From an optimization exercise on the open Yosys and OpenROAD flow, aimed at small area, a short achievable clock period and few clock cycles; shortcuts taken in it are not production practice.

==> branch pepper <==
// css_disckey
module css_disckey (
    input  wire        clk,
    input  wire        rst,         
    input  wire        start,
    output wire        ready,
    output wire [8:0]  slot_addr,
    input  wire [39:0] slot_data,
    output wire        done,
    output wire        found,
    output wire [39:0] disc_key
);
==> flow/config.mk <==
export PLATFORM = sky130hd
export DESIGN_NAME = css_disckey
export DESIGN_NICKNAME = css_disckey
export VERILOG_FILES = /design/flow/design.v
export SDC_FILE = /design/flow/constraint.sdc
export NUM_CORES = 4
export LEC_CHECK = 0
export CAP_MARGIN = 20
export CORE_MARGIN = 2
export CORE_UTILIZATION = 40
export PLACE_DENSITY = 0.6
export SETUP_SLACK_MARGIN = 3.6
export SLEW_MARGIN = 20
export SYNTH_HIERARCHICAL = 1
==> flow/constraint.sdc <==
create_clock -name core_clock -period 6.0 [get_ports {clk}]
set_input_delay 1.2000 -clock core_clock [delete_from_list [all_inputs] [get_ports {clk}]]
set_output_delay 1.2000 -clock core_clock [all_outputs]
set_load 0.01 [all_outputs]
run.sh (not shown) runs the stock make flow with config.mk's settings and CLKGATE_MAP_FILE= SYNTH_SCRIPT=/design/flow/synth_recipe.tcl, a recipe that flattens the netlist after the stock synthesis.
==> inputs of branch maple, as changes to branch pepper <==
--- a/flow/design.v
+++ b/flow/design.v
@@ -113,21 +113,21 @@
     wire [39:0] kp_tab1 = {|(KL1_39 & qoh_w), |(KL1_38 & qoh_w), |(KL1_37 & qoh_w), |(KL1_36 & qoh_w), |(KL1_35 & qoh_w), |(KL1_34 & qoh_w), |(KL1_33 & qoh_w), |(KL1_32 & qoh_w), |(KL1_31 & qoh_w), |(KL1_30 & qoh_w), |(KL1_29 & qoh_w), |(KL1_28 & qoh_w), |(KL1_27 & qoh_w), |(KL1_26 & qoh_w), |(KL1_25 & qoh_w), |(KL1_24 & qoh_w), |(KL1_23 & qoh_w), |(KL1_22 & qoh_w), |(KL1_21 & qoh_w), |(KL1_20 & qoh_w), |(KL1_19 & qoh_w), |(KL1_18 & qoh_w), |(KL1_17 & qoh_w), |(KL1_16 & qoh_w), |(KL1_15 & qoh_w), |(KL1_14 & qoh_w), |(KL1_13 & qoh_w), |(KL1_12 & qoh_w), |(KL1_11 & qoh_w), |(KL1_10 & qoh_w), |(KL1_9 & qoh_w), |(KL1_8 & qoh_w), |(KL1_7 & qoh_w), |(KL1_6 & qoh_w), |(KL1_5 & qoh_w), |(KL1_4 & qoh_w), |(KL1_3 & qoh_w), |(KL1_2 & qoh_w), |(KL1_1 & qoh_w), |(KL1_0 & qoh_w)};
     reg         busy;
     reg  [8:0]  addr_r;       
     reg         pres_val;     
     reg         pres_bub;     
     reg  [15:0] qoh;          
     reg         s0_ver, s0_val, s0_bub, s0_end, s0_last;
     reg         s1_ver;
-    reg         v1, n1, l1, v2, n2, l2, v3, n3, l3, v4, n4, l4;   
+    reg         v1, n1, l1, v2, n2, l2, v3, n3, l3;   
     reg         pend1;        
+    reg         late;         
     reg         done_r, found_r;
     reg  [39:0] vc;           
-    reg  [4:0]  r4e0, r4e1;   
     reg  [39:0] r4c0;         
     reg  [39:0] r4c1;         
     assign qoh_w = qoh;
     wire [39:0] kp0 = kp_tab0;
     wire [39:0] kp1 = kp_tab1;
     wire [39:0] e = slot_data;
     wire [39:0] te;
     genvar g;
@@ -136,26 +136,22 @@
             css_t1 u (.a(e[8*g +: 8]), .t1(te[8*g +: 8]));
         end
     endgenerate
     wire [39:0] base = {te[39:8] ^ e[31:0], te[7:0]};
     wire [39:0] dd0, c30, c31;
     wire [4:0]  eq0, eq1;
     css_lane u_l0 (.clk(clk), .kp(kp0), .base(base), .vc(vc), .dd(dd0), .c3(c30), .eqb(eq0));
     css_lane u_l1 (.clk(clk), .kp(kp1), .base(base), .vc(vc), .dd(),    .c3(c31), .eqb(eq1));
-    wire        hit0  = v4 && (&r4e0);
-    wire        hit1  = v4 && (&r4e1);
-    wire        take1 = !hit0 && n4 && (pend1 || hit1);    
-    wire        fin   = !done_r && v4 && (hit0 || (n4 && (pend1 || hit1 || l4)));
+    wire        hit0 = v3 && (&eq0);
+    wire        hit1 = v3 && (&eq1);
+    wire        fin  = !done_r && (late || (v3 && (hit0 || (n3 && l3 && !pend1 && !hit1))));
     always @(posedge clk) begin
-        r4e0 <= eq0;
-        r4e1 <= eq1;
-        if (take1)      r4c0 <= r4c1;
-        else if (!hit0) r4c0 <= c30;
-        if (!(hit1 || pend1)) r4c1 <= c31;
+        r4c0 <= late ? r4c1 : c30;
+        if (!pend1) r4c1 <= c31;
         if (s1_ver) vc <= dd0;
     end
     always @(posedge clk) begin
         if (rst) begin
             busy     <= 1'b0;
             addr_r   <= 9'd0;
             pres_val <= 1'b0;
             pres_bub <= 1'b0;
@@ -164,35 +160,35 @@
             s1_ver   <= 1'b0;
             s0_val   <= 1'b0;
             s0_bub   <= 1'b0;
             s0_end   <= 1'b0;
             s0_last  <= 1'b0;
             v1 <= 1'b0; n1 <= 1'b0; l1 <= 1'b0;
             v2 <= 1'b0; n2 <= 1'b0; l2 <= 1'b0;
             v3 <= 1'b0; n3 <= 1'b0; l3 <= 1'b0;
-            v4 <= 1'b0; n4 <= 1'b0; l4 <= 1'b0;
             pend1    <= 1'b0;
+            late     <= 1'b0;
             done_r   <= 1'b0;
             found_r  <= 1'b0;
         end else begin
             done_r  <= fin;
-            if (fin) found_r <= hit0 || pend1 || hit1;
+            if (fin) found_r <= late || hit0;
+            late    <= !done_r && v3 && n3 && !hit0 && (pend1 || hit1);
             if (hit1) pend1 <= 1'b1;
-            if (v4 && n4) pend1 <= 1'b0;
+            if (v3 && n3) pend1 <= 1'b0;
             s0_ver  <= 1'b0;
             s1_ver  <= s0_ver;
             s0_val  <= pres_val;
             s0_bub  <= pres_bub;
             s0_end  <= pres_val && (addr_r == 9'd408);
             s0_last <= qoh[15];
             v1 <= s0_val; n1 <= s0_end; l1 <= s0_last;
             v2 <= v1;     n2 <= n1;     l2 <= l1;
             v3 <= v2;     n3 <= n2;     l3 <= l2;
-            v4 <= v3;     n4 <= n3;     l4 <= l3;
             if (s0_ver) qoh <= 16'd1;
             if (s0_bub) qoh <= {qoh[14:0], 1'b0};
             if (pres_val) begin
                 if (addr_r == 9'd408) begin
                     pres_val <= 1'b0;
                     pres_bub <= !qoh[15];
                 end else begin
                     addr_r <= addr_r + 9'd1;
@@ -215,19 +211,20 @@
             end else if (done_r) begin
                 busy     <= 1'b0;
                 addr_r   <= 9'd0;
                 pres_val <= 1'b0;
                 pres_bub <= 1'b0;
                 s0_val   <= 1'b0;
                 s0_bub   <= 1'b0;
                 s0_end   <= 1'b0;
-                v1 <= 1'b0; v2 <= 1'b0; v3 <= 1'b0; v4 <= 1'b0;
-                n1 <= 1'b0; n2 <= 1'b0; n3 <= 1'b0; n4 <= 1'b0;
+                v1 <= 1'b0; v2 <= 1'b0; v3 <= 1'b0;
+                n1 <= 1'b0; n2 <= 1'b0; n3 <= 1'b0;
                 pend1    <= 1'b0;
+                late     <= 1'b0;
             end
         end
     end
     assign ready     = !busy;
     assign slot_addr = addr_r;
     assign done      = done_r;
     assign found     = found_r;
     assign disc_key  = r4c0;
@@ -241,72 +238,122 @@
     output wire [39:0] c3,      
     output wire [4:0]  eqb      
 );
     reg  [39:0] r1;           
     reg  [39:0] r2;           
     reg  [39:0] r3s;          
     reg  [4:1]  r3y;          
     reg  [39:0] r3c;          
-    genvar g;
     wire [39:0] d1 = kp ^ base;
+    wire [39:0] cand;
+    css_mix u_mix (.r1(r1), .kp(kp), .dd(dd), .cand(cand));
+    wire [39:0] bsum;
+    wire [4:1]  by;
+    css_key u_key (.ck(r2), .s(bsum), .y(by));
+    css_vfy u_vfy (.s(r3s), .y(r3y), .cand(r3c), .vc(vc), .eqb(eqb));
+    assign c3 = r3c;
+    always @(posedge clk) begin
+        r1  <= d1;
+        r2  <= cand;
+        r3s <= bsum;
+        r3y <= by;
+        r3c <= r2;
+    end
+endmodule
+module css_mix (
+    input  wire [39:0] r1,
+    input  wire [39:0] kp,
+    output wire [39:0] dd,
+    output wire [39:0] cand
+);
     assign dd = {r1[39:8], r1[7:0] ^ r1[39:32]};
     wire [39:0] td;
+    genvar g;
     generate
         for (g = 0; g < 5; g = g + 1) begin : g_t1d
             css_t1 u (.a(dd[8*g +: 8]), .t1(td[8*g +: 8]));
         end
     endgenerate
-    wire [39:0] cand = kp ^ td ^ {dd[31:0], 8'd0};
+    assign cand = td ^ (kp ^ {dd[31:0], 8'd0});
+endmodule
+module css_key (
+    input  wire [39:0] ck,
+    output wire [39:0] s,
+    output wire [4:1]  y
+);
     wire [39:0] ka, kb;
-    css_ks u_ks (.ck(r2), .a(ka), .b(kb));
-    wire [8:0]  bs [0:4];     
-    wire [4:0]  bp;           
-    generate
-        for (g = 0; g < 5; g = g + 1) begin : g_bs
-            assign bs[g] = {1'b0, ka[8*g +: 8]} + {1'b0, kb[8*g +: 8]};
-            assign bp[g] = &(ka[8*g +: 8] ^ kb[8*g +: 8]);
-        end
-    endgenerate
-    wire [4:1] by;            
-    assign by[1] = bs[0][8];
-    assign by[2] = bs[1][8] | (bp[1] & bs[0][8]);
-    assign by[3] = bs[2][8] | (bp[2] & bs[1][8]) | (bp[2] & bp[1] & bs[0][8]);
-    assign by[4] = bs[3][8] | (bp[3] & by[3]);
-    wire [39:0] bsum = {bs[4][7:0], bs[3][7:0], bs[2][7:0], bs[1][7:0], bs[0][7:0]};
-    wire [39:0] kv;
-    assign kv[7:0] = r3s[7:0];
-    generate
-        for (g = 1; g < 5; g = g + 1) begin : g_inc
-            assign kv[8*g +: 8] = r3s[8*g +: 8] + {7'd0, r3y[g]};
-        end
-    endgenerate
-    wire [39:0] dv;
-    assign dv[39:8] = kv[39:8] ^ vc[39:8];
-    assign dv[7:0]  = kv[7:0] ^ kv[39:32] ^ vc[7:0];
-    wire [39:0] tv;
+    css_ks u_ks (.ck(ck), .a(ka), .b(kb));
+    genvar i, l;
     generate
-        for (g = 0; g < 5; g = g + 1) begin : g_t1v
-            css_t1 u (.a(dv[8*g +: 8]), .t1(tv[8*g +: 8]));
+        for (i = 0; i < 5; i = i + 1) begin : g_bs
+            assign s[8*i +: 8] = ka[8*i +: 8] + kb[8*i +: 8];
         end
     endgenerate
-    wire [39:0] want = kv ^ {dv[31:0], 8'd0} ^ r3c;    
+    wire [31:0] g0 = ka[31:0] & kb[31:0];
+    wire [31:0] p0 = ka[31:0] ^ kb[31:0];
+    wire [15:0] g1, p1;
+    wire [7:0]  g2, p2;
+    wire [3:0]  g3, p3;
     generate
-        for (g = 0; g < 5; g = g + 1) begin : g_eq
-            assign eqb[g] = (tv[8*g +: 8] == want[8*g +: 8]);
+        for (l = 0; l < 16; l = l + 1) begin : g_l1
+            assign g1[l] = g0[2*l+1] | (p0[2*l+1] & g0[2*l]);
+            assign p1[l] = p0[2*l+1] & p0[2*l];
+        end
+        for (l = 0; l < 8; l = l + 1) begin : g_l2
+            assign g2[l] = g1[2*l+1] | (p1[2*l+1] & g1[2*l]);
+            assign p2[l] = p1[2*l+1] & p1[2*l];
+        end
+        for (l = 0; l < 4; l = l + 1) begin : g_l3
+            assign g3[l] = g2[2*l+1] | (p2[2*l+1] & g2[2*l]);
+            assign p3[l] = p2[2*l+1] & p2[2*l];
+        end
+    endgenerate
+    assign y[1] = g3[0];
+    assign y[2] = g3[1] | (p3[1] & g3[0]);
+    assign y[3] = g3[2] | (p3[2] & g3[1]) | (p3[2] & p3[1] & g3[0]);
+    assign y[4] = (g3[3] | (p3[3] & g3[2])) | ((p3[3] & p3[2]) & (g3[1] | (p3[1] & g3[0])));
+endmodule
+module css_vfy (
+    input  wire [39:0] s,
+    input  wire [4:1]  y,
+    input  wire [39:0] cand,
+    input  wire [39:0] vc,
+    output wire [4:0]  eqb
+);
+    wire [39:0] dl;           
+    assign dl[7:0] = 8'd0;
+    genvar i, j;
+    generate
+        for (i = 1; i < 5; i = i + 1) begin : g_dl
+            assign dl[8*i] = y[i];
+            for (j = 1; j < 8; j = j + 1) begin : g_b
+                assign dl[8*i + j] = y[i] & (&s[8*i +: j]);
+            end
+        end
+    endgenerate
+    wire [39:0] sv = s ^ vc;                                    
+    wire [39:0] dv;                                             
+    assign dv[39:8] = sv[39:8] ^ dl[39:8];
+    assign dv[7:0]  = (sv[7:0] ^ s[39:32]) ^ dl[39:32];
+    wire [39:0] ew;
+    assign ew[7:0]   = s[7:0] ^ cand[7:0];
+    assign ew[15:8]  = s[15:8] ^ (sv[7:0] ^ s[39:32]) ^ cand[15:8];
+    assign ew[39:16] = s[39:16] ^ sv[31:8] ^ cand[39:16];
+    wire [39:0] want;
+    assign want[7:0]   = ew[7:0];
+    assign want[15:8]  = ew[15:8] ^ (dl[15:8] ^ dl[39:32]);
+    assign want[39:16] = ew[39:16] ^ (dl[39:16] ^ dl[31:8]);
+    wire [39:0] tv;
+    generate
+        for (i = 0; i < 5; i = i + 1) begin : g_t1v
+            css_t1 u (.a(dv[8*i +: 8]), .t1(tv[8*i +: 8]));
+            assign eqb[i] = (tv[8*i +: 8] == want[8*i +: 8]);
         end
     endgenerate
-    assign c3 = r3c;
-    always @(posedge clk) begin
-        r1  <= d1;
-        r2  <= cand;
-        r3s <= bsum;
-        r3y <= by;
-        r3c <= r2;
-    end
 endmodule
 module css_ks (
     input  wire [39:0] ck,
     output wire [39:0] a,
     output wire [39:0] b
 );
     wire x40 = ck[2] ^ ck[12];
     wire x41 = ck[1] ^ ck[11];
==> flow/flow/run.sh (new file) <==
#!/bin/bash
set -euo pipefail
export BUFFER_PORTS_ARGS="-buffer_cell sky130_fd_sc_hd__buf_2"
bash standard.sh > standard.log 2>&1
==> flow/standard.sh (new file) <==
#!/bin/bash
# synth_recipe.tcl (not shown) runs the flow's synth.tcl, then flattens the netlist and writes it again
# the make line also repeats each setting of config.mk as NAME=value (left out here)
make -C /OpenROAD-flow-scripts/flow DESIGN_CONFIG=/design/flow/config.mk WORK_HOME=/design/flow/orfs CLKGATE_MAP_FILE= SYNTH_SCRIPT=/design/flow/synth_recipe.tcl "${@:-finish}"
==> flow/config.mk (replaced) <==
export PLATFORM = sky130hd
export DESIGN_NAME = css_disckey
export DESIGN_NICKNAME = css_disckey
export VERILOG_FILES = /design/flow/design.v
export SDC_FILE = /design/flow/constraint.sdc
export NUM_CORES = 4
export LEC_CHECK = 0
export CAP_MARGIN = 20
export CORE_MARGIN = 2
export CORE_UTILIZATION = 40
export PLACE_DENSITY = 0.6
export SETUP_SLACK_MARGIN = 3.1
export SLEW_MARGIN = 20
export SYNTH_HIERARCHICAL = 1
export SYNTH_MINIMUM_KEEP_SIZE = 100
removed: flow/run.sh
==> notes <==
Between branch maple and branch pepper, the lower non-clock buffer count is in branch maple (gap 127).
In branch maple the global-route usage is higher than in branch pepper, by 0.54 points.
Against branch pepper, the area after synthesis of branch maple is larger by about 5.6%.
No run of this note included a check of the RTL's function; only the layout flow was run.

[port drivers added, routing unchanged]
No port has a modelled driver above. Below, the same layouts with a new extraction and two added sets of constraints.
Step 1, drivers: a clkbuf_16 drives clk and a buf_2 each remaining input, both assumed.
Step 2 also shifts input and output timing later by t, the mid clock arrival at the registers, as if the neighbouring blocks saw the same clock.
a / b / c = ideal ports / drivers / drivers and shift; a / b = the first two.
run | shift t [ns] | setup WS [ns] | pins driven straight from the clock port
branch pepper | 0.698 | 2.947 / 2.947 / 2.947 | 1
branch maple | 0.704 | 2.507 / 2.507 / 2.507 | 1
After both steps every run listed still meets setup and hold.
